This design comes from an exercise in tuning for small area on the open sky130 flow, not from production work. The RTL was checked by simulation tests, not by an equivalence proof against the original design. The clock port is modelled as an ideal driver, which makes a skipped or thinned clock tree look cheaper than it is; a real chip needs a root buffer or a tree. Power and IR drop assume default switching activity.

## ksih
module ksih (
    input  wire        clk,
    input  wire        rst,           
    output wire [3:0]  col_o,         
    input  wire [3:0]  row_i,         
    output wire [4:0]  out_o,         
    output wire        out_we_o,      
    input  wire        edge_i,        
    output wire        irq_o,         
    input  wire        invoke_i,      
    output wire        ret_o,         
    output wire        busy_o,        
    input  wire        hcmd_valid_i,  
    input  wire [10:0] hcmd_i,        
    output wire [7:0]  hrdata_o       
);
Size in the first run: about 120 cells after synthesis, roughly 41 I/O pins, ~0.0010 mm^2 of cells after synthesis.
Settings: LEC_CHECK=0, CAP_MARGIN=5, CORE_MARGIN=2, CORE_UTILIZATION=30, GPL_TIMING_DRIVEN=0, SLEW_MARGIN=5; clock period 10.0 ns.
standard.sh (not shown) runs the stock make flow with config.mk's settings and CLKGATE_MAP_FILE= SYNTH_SCRIPT=/design/flow/synth_recipe.tcl, a recipe that flattens the netlist after the stock synthesis.
==> flow/flow/run.sh <==
#!/bin/bash
# Own layout flow on top of the standard flow (standard.sh):
#  1. the standard synthesis, unchanged;
#  3. the standard layout, with a buf_1 buffer on every port and the clock
#     tree's root buffer removed, its two leaf buffers driven by the clock
#     port (flow/noroot.tcl, after CTS).
# Each tool writes its full output to a log file in this folder.
set -euo pipefail
W=$(pwd)
R=$W/orfs/results/$FLOW_PLATFORM/ksih/base
LIB=$FLOW_HOME/platforms/sky130hd/lib/sky130_fd_sc_hd__tt_025C_1v80.lib

bash standard.sh synth > synth.log 2>&1
cp $R/1_2_yosys.v $W/standard_synth.v

# remap IN TAG SCRIPT: four ABC seeds of SCRIPT in parallel on netlist IN;
# keeps the smallest result so far in best/barea
remap() {
  local in=$1 tag=$2 script=$3 S a
  for S in 0 1 2 3; do
    sed "s/@SEED@/$S/" $W/flow/$script > $W/remap_${tag}_$S.abc
    cat > $W/remap_${tag}_$S.ys <<EOS
read_liberty -ignore_miss_func $LIB
read_verilog $in
hierarchy -top $FLOW_TOP
blackbox sky130_fd_sc_hd__dfxtp_1 sky130_fd_sc_hd__edfxtp_1
flatten
rename -hide w:*.*
opt_clean -purge
abc -liberty $LIB -dont_use *lpflow* -dont_use *probe* -script $W/remap_${tag}_$S.abc
setundef -zero
hilomap -singleton -hicell sky130_fd_sc_hd__conb_1 HI -locell sky130_fd_sc_hd__conb_1 LO
opt_clean -purge
rename -enumerate -pattern rmp_${tag}_%
tee -o $W/remap_${tag}_$S.txt stat -liberty $LIB
write_verilog -noattr -noexpr -nohex -nodec $W/remapped_${tag}_$S.v
EOS
    ${YOSYS_EXE:-yosys} -s $W/remap_${tag}_$S.ys > remap_${tag}_$S.log 2>&1 &
  done
  wait
  for S in 0 1 2 3; do
    a=$(awk '/Chip area/ {print $NF}' $W/remap_${tag}_$S.txt)
    echo "pass $tag seed $S: $a" >> remap_choice.log
    if [[ -z "$best" ]] || awk -v a="$a" -v b="$barea" 'BEGIN{exit !(a < b)}'; then best=${tag}_$S; barea=$a; fi
  done
}
best=""; barea=""
remap $W/standard_synth.v p1 remap.abc
remap $W/standard_synth.v p2 remap_b.abc
remap $W/remapped_$best.v p3 remap.abc
echo "kept $best ($barea)" >> remap_choice.log
cp $W/remapped_$best.v $R/1_2_yosys.v

bash standard.sh \
  "POST_CTS_TCL=$W/flow/noroot.tcl" \
  "BUFFER_PORTS_ARGS=-buffer_cell sky130_fd_sc_hd__buf_1" \
  "CTS_ARGS=-sink_clustering_enable -repair_clock_nets -dont_use_dummy_load -buf_list sky130_fd_sc_hd__clkbuf_8" \
  finish > layout.log 2>&1
==> flow/flow/noroot.tcl <==
# POST_CTS hook: this small design's clock tree needs no root buffer.
# Drive the leaf clock buffers straight from the clock port (two cell pins
# on the port), remove the root buffer, and size the leaf buffers.
set blk [ord::get_db_block]
set cnet [$blk findNet clk]
set root ""
foreach it [$cnet getITerms] {
  set inst [$it getInst]
  if { [string match "clkbuf_*" [$inst getName]] } { set root $inst }
}
set rnet [[$root findITerm X] getNet]
set leaves {}
foreach it [$rnet getITerms] {
  set inst [$it getInst]
  if { $inst != $root } { lappend leaves $inst }
}
foreach leaf $leaves {
  if { ![string match "clkbuf_*" [$leaf getName]] } { error "noroot: unexpected sink [$leaf getName] of the root clock buffer" }
}
foreach leaf $leaves {
  set it [$leaf findITerm A]
  $it disconnect
  $it connect $cnet
}
odb::dbInst_destroy $root
odb::dbNet_destroy $rnet
set cell sky130_fd_sc_hd__clkbuf_4
if { [info exists ::env(LEAF_CELL)] } { set cell $::env(LEAF_CELL) }
set m [[ord::get_db] findMaster $cell]
foreach leaf $leaves { $leaf swapMaster $m }
puts "noroot: removed the root clock buffer, [llength $leaves] leaf buffers now $cell"
detailed_placement
estimate_parasitics -placement
set big [[ord::get_db] findMaster sky130_fd_sc_hd__clkbuf_8]
foreach leaf $leaves {
  set mx 0
  foreach it [[[$leaf findITerm X] getNet] getITerms] {
    if { [$it getInst] == $leaf } { continue }
    set s [get_property [get_pins [[$it getInst] getName]/[[$it getMTerm] getName]] slew_max]
    if { $s > $mx } { set mx $s }
  }
  puts "noroot: [$leaf getName] worst sink slew $mx"
  if { $mx > 0.115 } {
    $leaf swapMaster $big
    puts "noroot: [$leaf getName] upsized to sky130_fd_sc_hd__clkbuf_8"
  }
}
detailed_placement
estimate_parasitics -placement
Other scripts of this flow, unchanged in this note and not shown: flow/flow/remap.abc, flow/flow/remap_b.abc
The baseline went through all stages and came out clean.
Change:
--- a/flow/flow/run.sh
+++ b/flow/flow/run.sh
@@ -5,3 +5,4 @@
 #     tree's root buffer removed, its two leaf buffers driven by the clock
-#     port (flow/noroot.tcl, after CTS).
+#     port, or one clkbuf_16 if both would be too slow (flow/noroot.tcl,
+#     after CTS).
 # Each tool writes its full output to a log file in this folder.
@@ -50,2 +51,3 @@
 remap $W/remapped_$best.v p3 remap.abc
+remap $W/remapped_$best.v p4 remap_b.abc
 echo "kept $best ($barea)" >> remap_choice.log
--- a/flow/flow/noroot.tcl
+++ b/flow/flow/noroot.tcl
@@ -33,4 +33,3 @@
 estimate_parasitics -placement
-set big [[ord::get_db] findMaster sky130_fd_sc_hd__clkbuf_8]
-foreach leaf $leaves {
+proc leaf_slew { leaf } {
   set mx 0
@@ -41,4 +40,26 @@
   }
+  return $mx
+}
+set slow {}
+foreach leaf $leaves {
+  set mx [leaf_slew $leaf]
   puts "noroot: [$leaf getName] worst sink slew $mx"
-  if { $mx > 0.115 } {
+  if { $mx > 0.120 } { lappend slow $leaf }
+}
+if { [llength $slow] > 0 && [llength $slow] == [llength $leaves] } {
+  set keep [lindex $leaves 0]
+  set knet [[$keep findITerm X] getNet]
+  foreach leaf [lrange $leaves 1 end] {
+    set lnet [[$leaf findITerm X] getNet]
+    foreach it [$lnet getITerms] {
+      if { [$it getInst] != $leaf } { $it disconnect; $it connect $knet }
+    }
+    odb::dbInst_destroy $leaf
+    odb::dbNet_destroy $lnet
+  }
+  $keep swapMaster [[ord::get_db] findMaster sky130_fd_sc_hd__clkbuf_16]
+  puts "noroot: all leaves slow; [$keep getName] is now one clkbuf_16 driving every sink"
+} else {
+  set big [[ord::get_db] findMaster sky130_fd_sc_hd__clkbuf_8]
+  foreach leaf $slow {
     $leaf swapMaster $big
Result:
- The new run went through all stages and came out clean
- sequential power hardly moves
- sequential cell count is unchanged
- cell area shrinks by 0.50%
- global-route usage does not change

==> separate check: timing with driven ports <==
The results above use ideal ports. As a check the final layouts listed here were re-extracted and re-timed, cells and wires unchanged.
Step 1 (the two cells are an assumption about what drives the block):
set clk [get_ports {clk}]
set_driving_cell -lib_cell sky130_fd_sc_hd__clkbuf_16 $clk
set_driving_cell -lib_cell sky130_fd_sc_hd__buf_2 [delete_from_list [all_inputs] $clk]
Step 2 moves the port delays by t, midway between the first and last clock arrival at a register: inputs arrive t later, outputs are due t later. That takes back most of the time a late clock gives input paths.
Slacks: ideal / step 1 / step 2; pairs: ideal / step 1.
| run | shift t [ns] | slack for setup (ns) | hold WS [ns] | slew at the worst register clock pin (ns) | pins driven straight from the clock port |
|---|---|---|---|---|---|
| the first run | 0.170 | 5.620 / 5.624 / 5.453 | 0.452 / 0.452 / 0.452 | 0.09 / 0.09 | 2 |
| the second run | 0.184 | 5.624 / 5.625 / 5.441 | 0.452 / 0.452 / 0.452 | 0.11 / 0.11 | 2 |
After both steps setup and hold are still met in every run listed. The setup slack of the second run, which loses most, moves by +0.001 ns with the drivers and by -0.183 ns with both steps.
